Source: an optimization exercise on an open RTL-to-GDS flow (aim: small area and a short achievable clock period). Production flows keep margins and buffers that such runs may drop. The RTL was checked by simulation tests, not by an equivalence proof against the original design.

File: flow/constraint.sdc
create_clock -name core_clock -period 100.0 [get_ports {clk}]
set_input_delay 20.0000 -clock core_clock [delete_from_list [all_inputs] [get_ports {clk}]]
set_output_delay 20.0000 -clock core_clock [all_outputs]
set_load 0.01 [all_outputs]
File: flow/config.mk
export PLATFORM = sky130hd
export DESIGN_NAME = fpcore
export DESIGN_NICKNAME = fpcore
export VERILOG_FILES = /design/flow/design.v
export SDC_FILE = /design/flow/constraint.sdc
export NUM_CORES = 4
export LEC_CHECK = 0
export CAP_MARGIN = 40
export CORE_MARGIN = 2
export CORE_UTILIZATION = 40
export PLACE_DENSITY = 0.8
export SLEW_MARGIN = 60
File: flow/run.sh
#!/bin/bash
# synth_recipe.tcl (not shown) runs the flow's synth.tcl, then flattens the netlist and writes it again
# the make line also repeats each setting of config.mk as NAME=value (left out here)
make -C /OpenROAD-flow-scripts/flow DESIGN_CONFIG=/design/flow/config.mk WORK_HOME=/design/flow/orfs CLKGATE_MAP_FILE= SYNTH_SCRIPT=/design/flow/synth_recipe.tcl finish
File: flow/design.v
module fp_unpack (
    input  wire              fmt,     
    input  wire [31:0]       w,
    input  wire              flip,    
    output wire              s,
    output wire              zero,
    output wire              inf,
    output wire              nan,
    output reg  signed [9:0] x,
    output reg  [23:0]       sig
);
    wire [7:0]  f = fmt ? w[30:23] : {3'b000, w[14:10]};
    wire [22:0] t = fmt ? w[22:0]  : {w[9:0], 13'd0};
    wire        fmax  = fmt ? (&w[30:23]) : (&w[14:10]);
    wire        fzero = (f == 8'd0);
    wire        tzero = (t == 23'd0);
    assign s    = (fmt ? w[31] : w[15]) ^ flip;
    assign zero = fzero & tzero;
    assign inf  = fmax & tzero;
    assign nan  = fmax & ~tzero;
    reg [4:0]  k;
    reg [31:0] v;
    always @* begin
        v = {t, 9'd0};
        k = 5'd0;
        if (v[31:16] == 16'd0) begin k[4] = 1'b1; v = {v[15:0], 16'd0}; end
        if (v[31:24] == 8'd0)  begin k[3] = 1'b1; v = {v[23:0], 8'd0};  end
        if (v[31:28] == 4'd0)  begin k[2] = 1'b1; v = {v[27:0], 4'd0};  end
        if (v[31:30] == 2'd0)  begin k[1] = 1'b1; v = {v[29:0], 2'd0};  end
        if (v[31] == 1'b0)     begin k[0] = 1'b1; v = {v[30:0], 1'b0};  end
        if (!fzero) begin
            x   = $signed({2'b00, f});
            sig = {1'b1, t};
        end else begin
            x   = -$signed({5'd0, k});
            sig = v[31:8];
        end
    end
endmodule
module fp_finish (
    input  wire              fmt,
    input  wire              spec,    
    input  wire [1:0]        cls,     
    input  wire              s,
    input  wire signed [9:0] bu,
    input  wire [25:0]       u,
    input  wire              st,
    input  wire [22:0]       pay,     
    input  wire [1:0]        rm,
    output reg  [31:0]       r
);
    localparam [1:0] RTZ = 2'd0, RNE = 2'd1, RUP = 2'd2, RDN = 2'd3;
    reg  [31:0]       ovf, sw;
    reg  signed [9:0] be, e1;
    reg  [23:0]       mn, ms, mt;
    reg               hn, sn, hs, ss, ht, stt, lsb, hr, sr;
    reg  [9:0]        sh;
    reg  [51:0]       ext;
    reg               sub, inc, big, of;
    reg  [24:0]       m2;
    always @* begin
        case (cls)
            2'd0:    sw = fmt ? 32'h7FFF_FFFE : 32'h0000_7FFE;
            2'd1:    sw = fmt ? {s, 8'hFF, 23'd0} : {16'd0, s, 5'h1F, 10'd0};
            2'd2:    sw = fmt ? {s, 31'd0} : {16'd0, s, 15'd0};
            default: sw = fmt ? {s, 8'hFF, pay} : {16'd0, s, 5'h1F, pay[22:13]};
        endcase
        case (rm)
            RTZ:     big = 1'b0;
            RNE:     big = 1'b1;
            RUP:     big = ~s;
            default: big = s;
        endcase
        if (fmt)
            ovf = big ? {s, 8'hFF, 23'd0} : {s, 8'hFE, {23{1'b1}}};
        else
            ovf = big ? {16'd0, s, 5'h1F, 10'd0} : {16'd0, s, 5'h1E, {10{1'b1}}};
        be = u[25] ? bu : bu - 10'sd1;
        mn = u[25] ? u[25:2] : u[24:1];
        hn = u[25] ? u[1] : u[0];
        sn = u[25] ? (u[0] | st) : st;
        sub = (bu <= 1);
        sh  = 10'sd3 - bu;
        if (sh > 27) sh = 27;
        ext = {u, 26'd0} >> sh;
        ms  = ext[49:26];
        hs  = ext[25];
        ss  = (|ext[24:0]) | st;
        mt  = sub ? ms : mn;
        ht  = sub ? hs : hn;
        stt = sub ? ss : sn;
        if (fmt) begin
            lsb = mt[0];  hr = ht;     sr = stt;
        end else begin
            lsb = mt[13]; hr = mt[12]; sr = stt | ht | (|mt[11:0]);
        end
        case (rm)
            RTZ:     inc = 1'b0;
            RNE:     inc = hr & (sr | lsb);
            RUP:     inc = ~s & (hr | sr);
            default: inc =  s & (hr | sr);
        endcase
        m2 = {1'b0, mt[23:13], fmt ? mt[12:0] : 13'h1FFF} + inc;
        if (sub)
            e1 = m2[24] ? 10'sd2 : {9'd0, m2[23]};
        else
            e1 = be + {9'd0, m2[24]};
        of = ~sub & (fmt ? (be >= 255 || e1 >= 255) : (be >= 31 || e1 >= 31));
        if (spec)
            r = sw;
        else if (of)
            r = ovf;
        else if (fmt)
            r = {s, e1[7:0], m2[22:0]};
        else
            r = {16'd0, s, e1[4:0], m2[22:13]};
    end
endmodule
module fp_fmt (
    input  wire [2:0]        op,
    input  wire              fmt,
    input  wire [1:0]        rm,
    input  wire              sa, a_zero, a_inf, a_nan,
    input  wire signed [9:0] xa,
    input  wire [23:0]       ma,
    input  wire              sb, b_zero, b_inf, b_nan,
    input  wire signed [9:0] xb,
    input  wire [23:0]       mb,
    output reg               spec,
    output reg  [1:0]        cls,
    output reg               k_s,
    output reg  signed [9:0] k_be,
    output reg  [23:0]       k_m,
    output reg               k_h,
    output reg               k_st,
    output reg               inv,
    output reg               is_div   
);
    localparam [2:0] OP_PASS = 3'd0, OP_MUL = 3'd1, OP_ADD = 3'd2, OP_SUB = 3'd3, OP_DIV = 3'd4;
    localparam [1:0] RDN = 2'd3;
    localparam [1:0] C_NAN = 2'd0, C_INF = 2'd1, C_ZERO = 2'd2, C_RAW = 2'd3;
    wire sx = sa ^ sb;
    wire signed [9:0] bias = fmt ? 10'sd127 : 10'sd15;
    wire [47:0]       prod;
    fp_mul24 u_mul (.a(ma), .b(mb), .p(prod));
    wire signed [9:0] mul_x = xa + xb - bias;
    wire signed [9:0] mul_be = prod[47] ? mul_x + 10'sd1 : mul_x;
    wire [23:0]       mul_m  = prod[47] ? prod[47:24] : prod[46:23];
    wire              mul_h  = prod[47] ? prod[23] : prod[22];
    wire              mul_st = prod[47] ? (|prod[22:0]) : (|prod[21:0]);
    wire a_ge = (xa > xb) || ((xa == xb) && (ma >= mb));
    wire              s_big = a_ge ? sa : sb;
    wire signed [9:0] x_big = a_ge ? xa : xb;
    wire signed [9:0] x_sml = a_ge ? xb : xa;
    wire [23:0]       m_big = a_ge ? ma : mb;
    wire [23:0]       m_sml = a_ge ? mb : ma;
    wire [9:0]        dexp  = x_big - x_sml;
    wire              same_mag = (xa == xb) && (ma == mb);
    wire              eff_sub  = sa ^ sb;
    reg  [4:0]        dsat;
    reg  [50:0]       ext;
    reg  [26:0]       al;           
    reg  [27:0]       sum;
    reg  [28:0]       sum1;
    reg  [4:0]        z;
    reg  [27:0]       nrm;
    reg  [31:0]       nv;
    reg  signed [9:0] add_be;
    reg  [23:0]       add_m;
    reg               add_h, add_st;
    integer           i;
    always @* begin
        dsat = (dexp > 10'd26) ? 5'd26 : dexp[4:0];
        ext  = {m_sml, 27'd0} >> dsat;
        al   = {ext[50:25], |ext[24:0]};
        sum1 = {1'b0, m_big, 3'b000, 1'b1} + {eff_sub, al ^ {27{eff_sub}}, eff_sub};
        sum  = sum1[28:1];
        nv = {sum[26:0], 5'd0};
        z  = 5'd0;
        if (nv[31:16] == 16'd0) begin z[4] = 1'b1; nv = {nv[15:0], 16'd0}; end
        if (nv[31:24] == 8'd0)  begin z[3] = 1'b1; nv = {nv[23:0], 8'd0};  end
        if (nv[31:28] == 4'd0)  begin z[2] = 1'b1; nv = {nv[27:0], 4'd0};  end
        if (nv[31:30] == 2'd0)  begin z[1] = 1'b1; nv = {nv[29:0], 2'd0};  end
        if (nv[31] == 1'b0)     begin z[0] = 1'b1; nv = {nv[30:0], 1'b0};  end
        nrm = {1'b0, nv[31:5]};
        if (sum[27]) begin
            add_be = x_big + 10'sd1;
            add_m  = sum[27:4];
            add_h  = sum[3];
            add_st = |sum[2:0];
        end else begin
            add_be = x_big - $signed({5'd0, z});
            add_m  = nrm[26:3];
            add_h  = nrm[2];
            add_st = |nrm[1:0];
        end
    end
    wire signed [9:0] div_x  = xa - xb + bias;
    always @* begin
        spec = 1'b0; cls = C_ZERO; inv = 1'b0; is_div = 1'b0;
        k_h = 1'b0; k_st = 1'b0;
        k_s = sx; k_be = mul_be; k_m = mul_m;
        case (op)
            OP_PASS: begin
                k_s = sa; k_be = xa; k_m = ma;
                if (a_zero) begin
                    spec = 1'b1; cls = C_ZERO;
                end else if (a_inf || a_nan) begin
                    spec = 1'b1; cls = C_RAW;
                end
            end
            OP_MUL: begin
                k_h = mul_h; k_st = mul_st;
                if (a_nan || b_nan || (a_inf && b_zero) || (a_zero && b_inf)) begin
                    spec = 1'b1; cls = C_NAN;
                end else if (a_inf || b_inf) begin
                    spec = 1'b1; cls = C_INF;
                end else if (a_zero || b_zero) begin
                    spec = 1'b1; cls = C_ZERO;
                end
            end
            OP_DIV: begin
                k_be = div_x; k_m = mb; is_div = 1'b1;
                if (a_nan || b_nan || (a_zero && b_zero) || (a_inf && b_inf)) begin
                    spec = 1'b1; cls = C_NAN;
                end else if (b_zero || a_inf) begin
                    spec = 1'b1; cls = C_INF;
                end else if (a_zero || b_inf) begin
                    spec = 1'b1; cls = C_ZERO;
                end
                if (spec) is_div = 1'b0;
            end
            OP_ADD, OP_SUB: begin
                k_s = eff_sub ? s_big : sa;
                k_be = add_be; k_m = add_m; k_h = add_h; k_st = add_st;
                if (a_nan || b_nan || (a_inf && b_inf && (sa != sb))) begin
                    spec = 1'b1; cls = C_NAN;
                end else if (a_inf) begin
                    spec = 1'b1; cls = C_INF; k_s = sa;
                end else if (b_inf) begin
                    spec = 1'b1; cls = C_INF; k_s = sb;
                end else if (a_zero && b_zero) begin
                    spec = 1'b1; cls = C_ZERO; k_s = (sa == sb) ? sa : (rm == RDN);
                end else if (a_zero) begin
                    k_s = sb; k_be = xb; k_m = mb; k_h = 1'b0; k_st = 1'b0;
                end else if (b_zero) begin
                    k_s = sa; k_be = xa; k_m = ma; k_h = 1'b0; k_st = 1'b0;
                end else if (eff_sub && same_mag) begin
                    spec = 1'b1; cls = C_ZERO; k_s = (rm == RDN);
                end
            end
            default: begin
                spec = 1'b1; cls = C_ZERO; k_s = 1'b0; inv = 1'b1;
            end
        endcase
    end
endmodule
module fp_div_rows #(
    parameter J0   = 0,
    parameter N    = 14,
    parameter HEAD = 0,
    parameter TAIL = 0
) (
    input  wire [26:0] si,
    input  wire [26:0] ci,
    input  wire [23:0] mb,
    input  wire [3:0]  gin,
    output reg  [26:0] so,
    output reg  [26:0] co,
    output reg  [27:0] qp,
    output reg  [27:0] qn,
    output reg  [3:0]  gout
);
    wire [26:0] d1 = {1'b0, mb, 2'b00};
    wire [26:0] d2 = {mb, 3'b000};
    reg  [26:0] s4, c4, m, ad;
    reg  signed [6:0] y, m2, m1, m0, mm;
    reg         ge2, ge1, ge0, gem, one, two, pos;
    integer     j;
    always @* begin
        case (mb[22:20])
            3'd0: begin m2 = 12; m1 = 4; m0 = -4; mm = -13; end
            3'd1: begin m2 = 14; m1 = 5; m0 = -5; mm = -15; end
            3'd2: begin m2 = 15; m1 = 5; m0 = -5; mm = -16; end
            3'd3: begin m2 = 17; m1 = 6; m0 = -5; mm = -17; end
            3'd4: begin m2 = 19; m1 = 7; m0 = -6; mm = -19; end
            3'd5: begin m2 = 20; m1 = 7; m0 = -6; mm = -20; end
            3'd6: begin m2 = 22; m1 = 8; m0 = -6; mm = -21; end
            3'd7: begin m2 = 24; m1 = 9; m0 = -7; mm = -23; end
        endcase
        so = si;
        co = ci;
        qp = 28'd0;
        qn = 28'd0;
        gout = 4'd0;
        for (j = J0; j < J0 + N; j = j + 1) begin
            if (HEAD && j == J0) begin
                {ge2, ge1, ge0, gem} = gin;
            end else begin
                y   = so[26:20] + co[26:20];
                ge2 = (y >= m2);
                ge1 = (y >= m1);
                ge0 = (y >= m0);
                gem = (y >= mm);
            end
            two = ge2 | ~gem;
            one = (ge1 & ~ge2) | (gem & ~ge0);
            pos = ge1;
            qp[27-2*j] = ge2;
            qp[26-2*j] = one & ge1;
            qn[27-2*j] = ~gem;
            qn[26-2*j] = one & ~ge0;
            s4 = {so[24:0], 2'b00};
            c4 = {co[24:0], 2'b00};
            m  = ({27{one}} & d1) | ({27{two}} & d2);
            ad = m ^ {27{pos}};
            so = s4 ^ c4 ^ ad;
            co = {((s4[25:0] & c4[25:0]) | (s4[25:0] & ad[25:0]) | (c4[25:0] & ad[25:0])), pos};
        end
        if (TAIL) begin
            y    = so[26:20] + co[26:20];
            gout = {(y >= m2), (y >= m1), (y >= m0), (y >= mm)};
        end
    end
endmodule
module fp_div_end (
    input  wire [26:0] ws,
    input  wire [26:0] wc,
    input  wire [27:0] qp,
    input  wire [27:0] qn,
    output wire [25:0] tq,
    output wire        dst
);
    reg  [25:0] g, p;
    reg         wneg;
    integer     i, l;
    always @* begin
        g = ws[25:0] & wc[25:0];
        p = ws[25:0] ^ wc[25:0];
        for (l = 1; l < 26; l = l * 2)
            for (i = 25; i >= l; i = i - 1) begin
                g[i] = g[i] | (p[i] & g[i-l]);
                p[i] = p[i] & p[i-l];
            end
        wneg = ws[26] ^ wc[26] ^ g[25];
    end
    wire        wzero = ((ws ^ wc) == {(ws[25:0] | wc[25:0]), 1'b0});
    wire [28:0] fs    = {qp, 1'b1} + {~qn, ~wneg};
    wire [27:0] f     = fs[28:1];
    assign tq  = f[26:1];
    assign dst = f[0] | ~wzero;
endmodule
module fp_mul24 (
    input  wire [23:0] a,
    input  wire [23:0] b,
    output wire [47:0] p
);
    wire [26:0] bx = {2'b00, b, 1'b0};
    reg  [47:0] acc;
    reg  [47:0] rows [0:12];
    reg  [12:0] negs;
    reg  [24:0] mg, px;
    reg         one, two, neg;
    integer     k;
    always @* begin
        for (k = 0; k < 13; k = k + 1) begin
            one = bx[2*k+1] ^ bx[2*k];
            two = (bx[2*k+2] & ~bx[2*k+1] & ~bx[2*k]) | (~bx[2*k+2] & bx[2*k+1] & bx[2*k]);
            neg = bx[2*k+2] & ~(bx[2*k+1] & bx[2*k]);
            mg  = ({25{one}} & {1'b0, a}) | ({25{two}} & {a, 1'b0});
            px  = mg ^ {25{neg}};
            rows[k] = {22'd0, ~neg, px} << (2*k);
            negs[k] = neg;
        end
    end
    wire [47:0] negv;
    genvar g;
    generate for (g = 0; g < 13; g = g + 1) begin : nv
        assign negv[2*g] = negs[g];
        assign negv[2*g+1] = 1'b0;
    end endgenerate
    assign negv[47:26] = 22'd0;
    wire [47:0] corr;
    assign corr = -(48'd33554432 * 48'd22369621);
    assign p = rows[0] + rows[1] + rows[2] + rows[3] + rows[4] + rows[5] + rows[6]
             + rows[7] + rows[8] + rows[9] + rows[10] + rows[11] + rows[12] + negv + corr;
endmodule
module fpcore (
    input  wire        clk,
    input  wire [2:0]  op,       
    input  wire        fmt,      
    input  wire [1:0]  rm,       
    input  wire [31:0] a,
    input  wire [31:0] b,
    output reg  [31:0] res,
    output reg         inv
);
    wire              sa_d, az_d, ai_d, an_d, sb_d, bz_d, bi_d, bn_d;
    wire signed [9:0] xa_d, xb_d;
    wire [23:0]       ma_d, mb_d;
    fp_unpack u_a (.fmt(fmt), .w(a), .flip(1'b0), .s(sa_d), .zero(az_d),
                   .inf(ai_d), .nan(an_d), .x(xa_d), .sig(ma_d));
    fp_unpack u_b (.fmt(fmt), .w(b), .flip(op == 3'd3), .s(sb_d), .zero(bz_d),
                   .inf(bi_d), .nan(bn_d), .x(xb_d), .sig(mb_d));
    localparam integer K1 = 3;
    localparam integer K2 = 10;
    wire [26:0]       ws_d, wc_d;
    wire [27:0]       qp_d, qn_d;
    wire [3:0]        g_d;
    fp_div_rows #(.J0(0), .N(K1), .TAIL(1)) u_div1 (
        .si({3'b000, ma_d}), .ci(27'd0), .mb(mb_d), .gin(4'd0),
        .so(ws_d), .co(wc_d), .qp(qp_d), .qn(qn_d), .gout(g_d)
    );
    reg [26:0]        ws_q, wc_q;
    reg [2*K1-1:0]    qp_q, qn_q;
    reg [3:0]         g_q;
    always @(posedge clk) begin
        ws_q <= ws_d;
        wc_q <= wc_d;
        qp_q <= qp_d[27:28-2*K1];
        qn_q <= qn_d[27:28-2*K1];
        g_q  <= g_d;
    end
    reg [2:0]         op_q;
    reg               fmt_q;
    reg [1:0]         rm_q;
    reg               sa_q, az_q, ai_q, an_q, sb_q, bz_q, bi_q, bn_q;
    reg signed [9:0]  xa_q, xb_q;
    reg [23:0]        ma_q, mb_q;
    always @(posedge clk) begin
        op_q  <= op;
        fmt_q <= fmt;
        rm_q  <= rm;
        sa_q  <= sa_d; az_q <= az_d; ai_q <= ai_d; an_q <= an_d;
        sb_q  <= sb_d; bz_q <= bz_d; bi_q <= bi_d; bn_q <= bn_d;
        xa_q  <= xa_d; xb_q <= xb_d;
        ma_q  <= ma_d; mb_q <= mb_d;
    end
    wire              spec_d, s_d, h_d, st_d, inv_d, dv_d;
    wire [1:0]        cls_d;
    wire signed [9:0] be_d;
    wire [23:0]       m_d;
    wire [26:0]       ws_m, wc_m;
    wire [27:0]       qp_m, qn_m;
    fp_div_rows #(.J0(K1), .N(K2), .HEAD(1)) u_div2 (
        .si(ws_q), .ci(wc_q), .mb(mb_q), .gin(g_q),
        .so(ws_m), .co(wc_m), .qp(qp_m), .qn(qn_m), .gout()
    );
    fp_fmt u_ar (
        .op(op_q), .fmt(fmt_q), .rm(rm_q),
        .sa(sa_q), .a_zero(az_q), .a_inf(ai_q), .a_nan(an_q), .xa(xa_q), .ma(ma_q),
        .sb(sb_q), .b_zero(bz_q), .b_inf(bi_q), .b_nan(bn_q), .xb(xb_q), .mb(mb_q),
        .spec(spec_d), .cls(cls_d), .k_s(s_d), .k_be(be_d), .k_m(m_d),
        .k_h(h_d), .k_st(st_d), .inv(inv_d), .is_div(dv_d)
    );
    reg               fmt_r, spec_r, s_r, h_r, st_r, dv_r;
    reg [26:0]        ws_r, wc_r;
    reg [2*(K1+K2)-1:0] qp_r, qn_r;
    reg [1:0]         rm_r, cls_r;
    reg signed [9:0]  be_r;
    reg [23:0]        m_r;
    always @(posedge clk) begin
        fmt_r  <= fmt_q;
        rm_r   <= rm_q;
        spec_r <= spec_d;
        cls_r  <= cls_d;
        s_r    <= s_d;
        be_r   <= be_d;
        m_r    <= m_d;
        h_r    <= h_d;
        st_r   <= st_d;
        inv    <= inv_d;
        dv_r   <= dv_d;
        ws_r   <= ws_m;
        wc_r   <= wc_m;
        qp_r   <= {qp_q, qp_m[27-2*K1:28-2*(K1+K2)]};
        qn_r   <= {qn_q, qn_m[27-2*K1:28-2*(K1+K2)]};
    end
    wire [26:0]       ws_e, wc_e;
    wire [27:0]       qp_e, qn_e;
    wire [25:0]       tq;
    wire              dst;
    fp_div_rows #(.J0(K1+K2), .N(14-K1-K2)) u_div3 (
        .si(ws_r), .ci(wc_r), .mb(m_r), .gin(4'd0),
        .so(ws_e), .co(wc_e), .qp(qp_e), .qn(qn_e), .gout()
    );
    fp_div_end u_dend (
        .ws(ws_e), .wc(wc_e),
        .qp({qp_r, qp_e[27-2*(K1+K2):0]}), .qn({qn_r, qn_e[27-2*(K1+K2):0]}),
        .tq(tq), .dst(dst)
    );
    wire [25:0]       f_u  = dv_r ? tq : {m_r, h_r, 1'b0};
    wire              f_st = dv_r ? dst : st_r;
    wire [31:0]       r_fin;
    fp_finish u_fin (
        .fmt(fmt_r), .spec(spec_r), .cls(cls_r), .s(s_r), .bu(be_r), .u(f_u),
        .st(f_st), .pay(m_r[22:0]), .rm(rm_r), .r(r_fin)
    );
    always @* res = r_fin;
endmodule
==> summary.txt <==
==> area by class of cell <==
class                      count  area [um2]
fill                       16300       95900
multi-input combinational   6823       57000
sequential                   315        6330
inverter                     909        3430
tap                         2218        2780
timing repair buffer         295        2530
clock buffer                  41         907
clock inverter                19         196
antenna                       11        27.5
==> layer usage <==
layer,share of wire [%],vias to the layer above,global-route usage (%)
met5,0.048,-,0
met4,5.4,16,14.1
met3,13,863,7.78
met2,42,4446,43.4
met1,40,31900,39.4
li1,-,29600,-
==> worst paths after layout <==
path                            cells past startpoint  slack, ps       startpoint               end
worst min register to register                      0        350  qp_q[4]$_DFF_P_  qp_r[24]$_DFF_P_
worst max register to register                    158      61520   g_q[2]$_DFF_P_  ws_r[10]$_DFF_P_
worst min-delay path                                0        350  qp_q[4]$_DFF_P_  qp_r[24]$_DFF_P_
worst max-delay path                               75      61310              fmt    g_q[0]$_DFF_P_
==> state kept, by name (all words and copies together) (netlist names), 4 cells and up <==
name / cells
qn_q: 4
ws_r: 26
m_r: 24
ws_q: 24
u_div3.mm: 4
xa_q: 10
wc_q: 22
mb_q: 24
qp_r: 25
u_div2.mm: 5
g_q: 4
u_div2.m2: 4
wc_r: 24
qn_r: 24
be_r: 10
qp_q: 5
xb_q: 10
ma_q: 24
u_div3.m2: 5
==> logic make-up after synthesis <==
group	share of synthesized area, %
xor+xnor	11.6
simple gates	14.7
buf+inv	8.30
flops	9.28
compound gates	23.4
mux	3.71
fa+ha+maj	29.0
==> Yosys cell counts (all sizes together), types with 17 or more instances <==
cell type    n
a2111oi     19
a211o       19
a211oi     103
a21boi      23
a21o       137
a21oi      523
a22oi      480
a31oi       81
a32oi       29
and2        58
and3        45
and4        17
buf        114
clkbuf     467
dfxtp      315
fa         521
ha         744
inv        898
mux2        58
mux2i      173
nand2      698
nand2b     119
nand3      150
nand4       58
nor2       478
nor2b      119
nor3       115
nor3b       42
nor4        54
o2111ai     27
o211ai      74
o21a        36
o21ai      380
o21bai      74
o221ai      33
o22ai       75
o31ai       32
or2         32
or3         31
or4         17
xnor2      730
xor2       171
==> results by group <==
Status
  – Outcome: finished clean

Clock tree
  – CTS H-Tree Depth: 2
  – Clk latency of the worst-skew pair: 570 ps
  – Post-CTS Setup Inserts: 0
  – Worst-path clk slew: 70 ps
  – Clk buf depth: 3
  – CTS Hold Bufs: 0
  – CTS tree: yes
  – Root Buffer Master: clkbuf_16
  – Num CTS Buffers: 34
  – Post_cts resized: 0
  – # clock sinks: 315

Critical path
  – CP Capture Type: register
  – Crit path max-delay cell type: buf_6
  – Critical path class: input pin to register
  – Crit path top cell by count: inv_1
  – CP startpoint kind: input pin
  – Crit path buf inv count: 16
  – Worst Path Arrival: 39110 ps
  – Largest delay share family, worst path: simple AND/OR/NAND/NOR gates
  – CP max FO: 63
  – Critical Path RT: 100420 ps
  – CP max stage delay: 520 ps

Yosys
  – Post-synthesis async set-or-reset flop share: 0%
  – Register area share after synthesis: 9.28%
  – Post-synthesis register bit count: 315
  – Mean Syn Cell Area: 7.88 um2
  – Post-synth design cell area: 68000 um2
  – Ranking of synthesized cells by area: fa_1 (15%), ha_1 (14%), xnor2_1 (9.4%), dfxtp_1 (9.3%), a22oi_1 (5.3%)
  – Syn Inst Count: 8628
  – Yosys warnings: 10
  – Yosys cell types: 107
  – Cell taking the most area after synthesis: fa_1
  – Synth Net Count: 9964
  – EDFF count, synth: 0
  – Top FF cell, synth: dfxtp_1
  – Area share of the largest cell type after synthesis: 15.3%

Placement
  – Dpl hpwl: 200000 um
  – GP Congestion: 1.03
  – Place WS: 60910 ps
  – Buffers on Ports: 103
  – DP Area: 71700 um2
  – Cells after DPL: 10600

Route
  – Final wirelength: 265000 um
  – Vias/cell: 6.29
  – Iteration-0 DRC Markers: 9076
  – Pre-antenna DRT Iters: 7
  – Drt wl/cell: 24.9 um
  – Drt drc: 0
  – DR vias: 66900
  – Antenna-violating nets left: 0

Finish
  – Nets: 9714
  – Share of layout cells above drive strength 1: 7.31%
  – Final Non-Filler Cells: 10600
  – Final Core Density: 43.3%
  – Most frequent cells in the layout: inv_1 (864), ha_1 (741), xnor2_1 (724)
  – Final instance area: 73200 um2
  – Area grow syn2layout: 7.75%
  – Commonest non-fill, non-tap cell in the layout: inv_1

Run
  – Max_cap viols: 0

GRT
  – Antenna violations before repair: 15
  – Vias in the first global route: 65200
  – Tot GR Track Use: 29.3%
  – Pin count of the biggest net entering global routing: 84
  – First-pass GRT wire length: 397000 um
  – Global route overflow: 0

Floorplanning
  – Die X: 416 um
  – Initial cell density of the core: 40.2%
  – Die ar.: 173000 um2
  – Cell Rows: 151
  – IO Pins: 104
  – Total core area: 169000 um2
  – Die H: 416 um

STA
  – Min Tclk post-route: 38690 ps
  – Max-slew headroom: 55.8%
  – Final hold vios: 0
  – Slew of the pin with the lowest slew margin: 662 ps
  – Max Slew Vio Count: 0
  – RSZ-0062 raised after global routing: false
  – Worst Clk Skew: 40.0 ps
  – Fin crit share: 38.7%
  – Sum Neg Setup Slack: 0 ps
  – Worst Slack Setup Final: 61310 ps
  – Fmax: 25.8 MHz
  – Endpoints failing setup: 0
  – Final Hold Slack: 347 ps

Min path
  – Hold Path Class: register to register

==> afterwards: timing with drivers on the ports <==
The results above use ideal ports. As a check the final layout listed here was re-extracted and re-timed, cells and wires unchanged.
Step 1 sets driving cells, clkbuf_16 on the clock port and buf_2 on the other inputs (assumed; they add their load-dependent delay and slew).
Step 2, shift: input delay + t, output delay - t, t = (earliest + latest rising clock arrival at the registers) / 2. This alone moves slack from input paths to output paths.
a / b / c = no drivers / after step 1 / after step 2; a / b = the first two.
t (ns): 0.622
slack for setup (ns): 61.308 / 61.348 / 60.726
worst data-port slew with drivers (ns): 0.05
After both steps setup and hold are still met in this run. For this run, drivers alone change the setup slack by +0.040 ns; drivers and shift together by -0.582 ns.
